Source: an optimization exercise on an open RTL-to-GDS flow (aim: small area, a short achievable clock period and few clock cycles). Production flows keep margins and buffers that such runs may drop. The RTL was checked by simulation tests, not by an equivalence proof against the original design. Power and IR drop assume default switching activity.

exp/juniper:
## simproc_core
module simproc_core (
    input  wire        clk,
    input  wire        rst,           
    input  wire        has_words,     
    output wire        mem_en,
    output wire        mem_we,
    output wire [14:0] mem_addr,
    output wire [15:0] mem_wdata,
    input  wire [15:0] mem_rdata,
    output reg         halted,
    output reg         faulted,
    output reg  [2:0]  fault_cause,
    output wire [15:0] fault_value,
    output reg  [15:0] pc,
    output reg  [11:0] cycle_count,
    output wire        warn_valid,
    output wire [1:0]  warn_kind,
    output wire [15:0] warn_value,
    input  wire [2:0]  dbg_sel,
    output wire [15:0] dbg_data
);
    localparam [11:0] CYCLE_LIMIT = 12'd3000;
    localparam [2:0] F_PC    = 3'd1;
    localparam [2:0] F_LOAD  = 3'd2;
    localparam [2:0] F_STORE = 3'd3;
    localparam [2:0] F_LIMIT = 3'd5;
    localparam [2:0] S_FETCH = 3'd0;    
    localparam [2:0] S_EXEC  = 3'd1;    
    localparam [2:0] S_LOAD  = 3'd2;    
    localparam [2:0] S_MUL   = 3'd3;
    localparam [2:0] S_DIV   = 3'd4;
    reg [2:0]  state;
    reg [15:0] regs [0:7];
    reg [15:0] opx, opy, opb;    
    reg [2:0]  wrd;
    reg        mlt;              
    reg [2:0]  dcnt;
    wire running = !halted && !faulted;
    wire ex      = running && state == S_EXEC;
    wire [15:0] w     = mem_rdata;
    wire        fmt_i = w[15];
    wire [5:0]  opr   = w[14:9];
    wire [1:0]  opi   = w[14:13];
    wire [15:0] imm16 = {6'd0, w[9:0]};
    wire is_add   = !fmt_i && opr == 6'd0;
    wire is_sub   = !fmt_i && opr == 6'd1;
    wire is_mul   = !fmt_i && opr == 6'd2;
    wire is_div   = !fmt_i && opr == 6'd3;
    wire is_ceq   = !fmt_i && opr == 6'd4;
    wire is_cne   = !fmt_i && opr == 6'd5;
    wire is_load  = !fmt_i && opr == 6'd15;
    wire is_store = !fmt_i && opr == 6'd16;
    wire is_sys   = !fmt_i && opr == 6'd63;
    wire is_jmp   =  fmt_i && opi == 2'd0;
    wire is_jcond =  fmt_i && opi == 2'd1;
    wire is_badi  =  fmt_i && opi == 2'd2;
  ...
For scale: roughly 2700 cells after synthesis, about 140 I/O pins.
clock: 10.0 ns
lec_check: 0
abc_area: 1
cap_margin: 20
core_margin: 2
core_utilization: 40
cts_cluster_diameter: 100
cts_cluster_size: 20
place_density: 0.6
setup_slack_margin: 3.8
slew_margin: 20
standard.sh (not shown) runs the stock make flow with config.mk's settings and CLKGATE_MAP_FILE= SYNTH_SCRIPT=/design/flow/synth_recipe.tcl, a recipe that flattens the netlist after the stock synthesis.
==> flow/flow/run.sh <==
#!/bin/bash
# The standard layout, with two changes:
# - every port is buffered by a sky130_fd_sc_hd__buf_1 (the standard flow lets
#   the resizer pick the port buffer, and it picks a delay cell); timing
#   repair then resizes the port buffers that need it;
# - clock tree synthesis inserts no dummy loads.
set -euo pipefail
export BUFFER_PORTS_ARGS="-buffer_cell sky130_fd_sc_hd__buf_1"
export CTS_ARGS="-sink_clustering_enable -repair_clock_nets -dont_use_dummy_load"
bash standard.sh > standard.log 2>&1
Testbench counts of exp/juniper, summed over its fixed seeds: cycles 245,060.
> inputs changed (exp/juniper -> exp/willow)
# exp/juniper
export LEC_CHECK = 0
export ABC_AREA = 1
export CAP_MARGIN = 20
export CORE_MARGIN = 2
export CORE_UTILIZATION = 40
export CTS_CLUSTER_DIAMETER = 100
export CTS_CLUSTER_SIZE = 20
export PLACE_DENSITY = 0.6
export SETUP_SLACK_MARGIN = 3.8
export SLEW_MARGIN = 20
create_clock -name core_clock -period 10.0 [get_ports {clk}]
# exp/willow
export LEC_CHECK = 0
export ABC_AREA = 1
export CAP_MARGIN = 20
export CORE_MARGIN = 2
export CORE_UTILIZATION = 40
export PLACE_DENSITY = 0.6
export SETUP_SLACK_MARGIN = 4.0
export SLEW_MARGIN = 20
create_clock -name core_clock -period 10.0 [get_ports {clk}]
==> flow/flow/run.sh <==
#!/bin/bash
# The standard layout, with two changes:
# - every port is buffered by a sky130_fd_sc_hd__buf_1 (the standard flow lets
#   the resizer pick the port buffer, and it picks a delay cell); timing
#   repair then resizes the port buffers that need it;
# - clock tree synthesis inserts no dummy loads, and clusters up to 20 sinks
#   within 100 um per leaf buffer.
set -euo pipefail
export BUFFER_PORTS_ARGS="-buffer_cell sky130_fd_sc_hd__buf_1"
export CTS_ARGS="-sink_clustering_enable -repair_clock_nets -dont_use_dummy_load -sink_clustering_size 20 -sink_clustering_max_diameter 100"
bash standard.sh > standard.log 2>&1
Findings:
- Compared with exp/juniper, detailed-route wire length on metal 1 in exp/willow increased slightly.
- exp/willow reached the end of the flow, and the finished layout is clean on the timing, DRC and antenna checks.
- exp/willow vs. exp/juniper: total CTS buffers lower; worst hold slack after final layout now smaller; critical path depth in cells increased 2.
The inputs of exp/maple differ from those of exp/willow as listed below.
# exp/willow
export LEC_CHECK = 0
export ABC_AREA = 1
export CAP_MARGIN = 20
export CORE_MARGIN = 2
export CORE_UTILIZATION = 40
export PLACE_DENSITY = 0.6
export SETUP_SLACK_MARGIN = 4.0
export SLEW_MARGIN = 20
create_clock -name core_clock -period 10.0 [get_ports {clk}]
# exp/maple
export LEC_CHECK = 0
export ABC_AREA = 1
export CAP_MARGIN = 20
export CORE_MARGIN = 2
export CORE_UTILIZATION = 40
export PLACE_DENSITY = 0.6
export SETUP_SLACK_MARGIN = 3.8
export SLEW_MARGIN = 20
create_clock -name core_clock -period 10.0 [get_ports {clk}]
Findings:
Every stage of the flow completed for exp/maple, and the final layout passed the timing, DRC and antenna checks.
On final hold slack, exp/willow and exp/maple are neck and neck.
Compared with exp/willow, exp/maple degrades final worst-path setup slack.
Re fraction of power consumed by the clock network: exp/willow was lower than exp/maple.
Looking only at portion of the clock cycle consumed by the worst path in the final layout, and setting everything else aside, the lower value of exp/willow and exp/maple goes to exp/willow.

* * *

simproc_core, a different RTL version from the one above (not shown whole).
Size: about 2300 cells after synthesis, roughly 220 flip-flops, about 20000 um2 of cells after synthesis.
clock: 10.0 ns
lec_check: 0
cap_margin: 20
core_margin: 2
core_utilization: 40
place_density: 0.6
setup_slack_margin: 3.7
slew_margin: 20
==> flow/flow/run.sh <==
#!/bin/bash
# The standard layout, with every port buffered by a sky130_fd_sc_hd__buf_1
# (the standard flow lets the resizer pick the port buffer, and it picks a
# delay cell); timing repair then resizes the port buffers that need it.
set -euo pipefail
export BUFFER_PORTS_ARGS="-buffer_cell sky130_fd_sc_hd__buf_1"
bash standard.sh > standard.log 2>&1
Testbench counts at the start, summed over its fixed seeds: cycles 245,060.
==> next run, changes <==
SETUP_SLACK_MARGIN = 3.8   (was 3.7)
The new run passed the timing, DRC and antenna checks.
Final cell count barely changes.
Core utilization stays flat.
Critical path depth went down by 11.
==> next run, changes <==
CORE_UTILIZATION = 60   (was 40)
PLACE_DENSITY = 0.75   (was 0.6)
SETUP_SLACK_MARGIN = 4   (was 3.8)
After rerunning: Hold slack gains 0.0084 ns; via count went up by 6.7%; clock-buffer cell count went down by 12; critical path depth went down by 1.
==> next run, changes <==
==> flow/flow/run.sh (replaced) <==
#!/bin/bash
# The standard layout, with two changes:
# - every port is buffered by a sky130_fd_sc_hd__buf_1 (the standard flow lets
#   the resizer pick the port buffer, and it picks a delay cell); timing
#   repair then resizes the port buffers that need it;
# - clock tree synthesis inserts no dummy loads.
set -euo pipefail
export BUFFER_PORTS_ARGS="-buffer_cell sky130_fd_sc_hd__buf_1"
export CTS_ARGS="-sink_clustering_enable -repair_clock_nets -dont_use_dummy_load"
bash standard.sh > standard.log 2>&1
CORE_UTILIZATION = 40   (was 60)
PLACE_DENSITY = 0.6   (was 0.75)
SETUP_SLACK_MARGIN = 3.8   (was 4)
Effect: The changed run finished clean. Cell area falls by 3.5%. Wire length is about the same. Register-to-register slack gets better by 0.05 ns. Final cell count rises by 3.9%. Total power falls by 8.0%. Sequential share of layout area rises by 0.96 points. Global-route usage falls by 16 points. Synthesized area is unchanged. Maximum frequency rises by 0.54%. Via count falls by 6.5%. Sequential power stays flat.
==> next run, changes <==
==> flow/run.sh (new file) <==
#!/bin/bash
# synth_recipe.tcl (not shown) runs the flow's synth.tcl, then flattens the netlist and writes it again
# the make line also repeats each setting of config.mk as NAME=value (left out here)
make -C /OpenROAD-flow-scripts/flow DESIGN_CONFIG=/design/flow/config.mk WORK_HOME=/design/flow/orfs CLKGATE_MAP_FILE= SYNTH_SCRIPT=/design/flow/synth_recipe.tcl finish
CTS_BUF_LIST = sky130_fd_sc_hd__clkbuf_16   (was not set)
CTS_CLUSTER_DIAMETER = 100   (was not set)
CTS_CLUSTER_SIZE = 25   (was not set)
SETUP_SLACK_MARGIN = 4   (was 3.8)
removed: flow/flow/run.sh
removed: flow/standard.sh
Effect:
- The changed run produced a clean layout
- clock-buffer cell count goes down by 13
- final cell count went up by 3.9%
- non-clock buffer count goes up by 121
- sequential share of layout area went down by 2.7 points
- combinational power goes up by 18%
- die area stays the same
- setup slack improved by 0.0094 ns

-- re-timing with driven ports --
The flow's constraints put no driver on any port. The routed layouts listed below were extracted and timed again, unchanged, in two steps. Step 1 assumes that a clkbuf_16 drives the clock port and a buf_2 every other input. Step 2 moves the port delays by t, midway between the first and last clock arrival at a register: inputs arrive t later, outputs are due t later. That takes back most of the time a late clock gives input paths. a / b / c = ideal ports / drivers / drivers and shift; a / b = the first two.
| run | t (ns) | slack for setup (ns) | worst setup path after step 2 | clock arrival spread, ns | slew at the worst register clock pin (ns) |
|---|---|---|---|---|---|
| exp/juniper | 0.627 | 3.794 / 3.701 / 3.380 | input to register | 0.040 / 0.040 | 0.06 / 0.06 |
| exp/willow | 0.576 | 4.051 / 3.962 / 3.581 | input to register | 0.065 / 0.065 | 0.09 / 0.09 |
| exp/maple | 0.576 | 3.771 / 3.729 / 3.502 | input to register | 0.064 / 0.064 | 0.09 / 0.09 |
| the first run of note 2 | 0.617 | 3.685 / 3.689 / 3.090 | input to register | 0.015 / 0.015 | 0.07 / 0.07 |
| the second run of note 2 | 0.645 | 3.871 / 3.838 / 3.255 | input to register | 0.030 / 0.030 | 0.06 / 0.06 |
| the third run of note 2 | 0.628 | 3.841 / 3.816 / 3.347 | input to register | 0.025 / 0.024 | 0.07 / 0.07 |
| the fourth run of note 2 | 0.625 | 3.874 / 3.840 / 3.387 | input to register | 0.066 / 0.066 | 0.06 / 0.06 |
| the fifth run of note 2 | 0.581 | 3.883 / 3.817 / 3.372 | input to register | 0.043 / 0.044 | 0.11 / 0.11 |
After both steps every run listed still meets setup and hold. For the second run of note 2, which loses most, drivers alone change the setup slack by -0.033 ns; drivers and shift together by -0.616 ns.
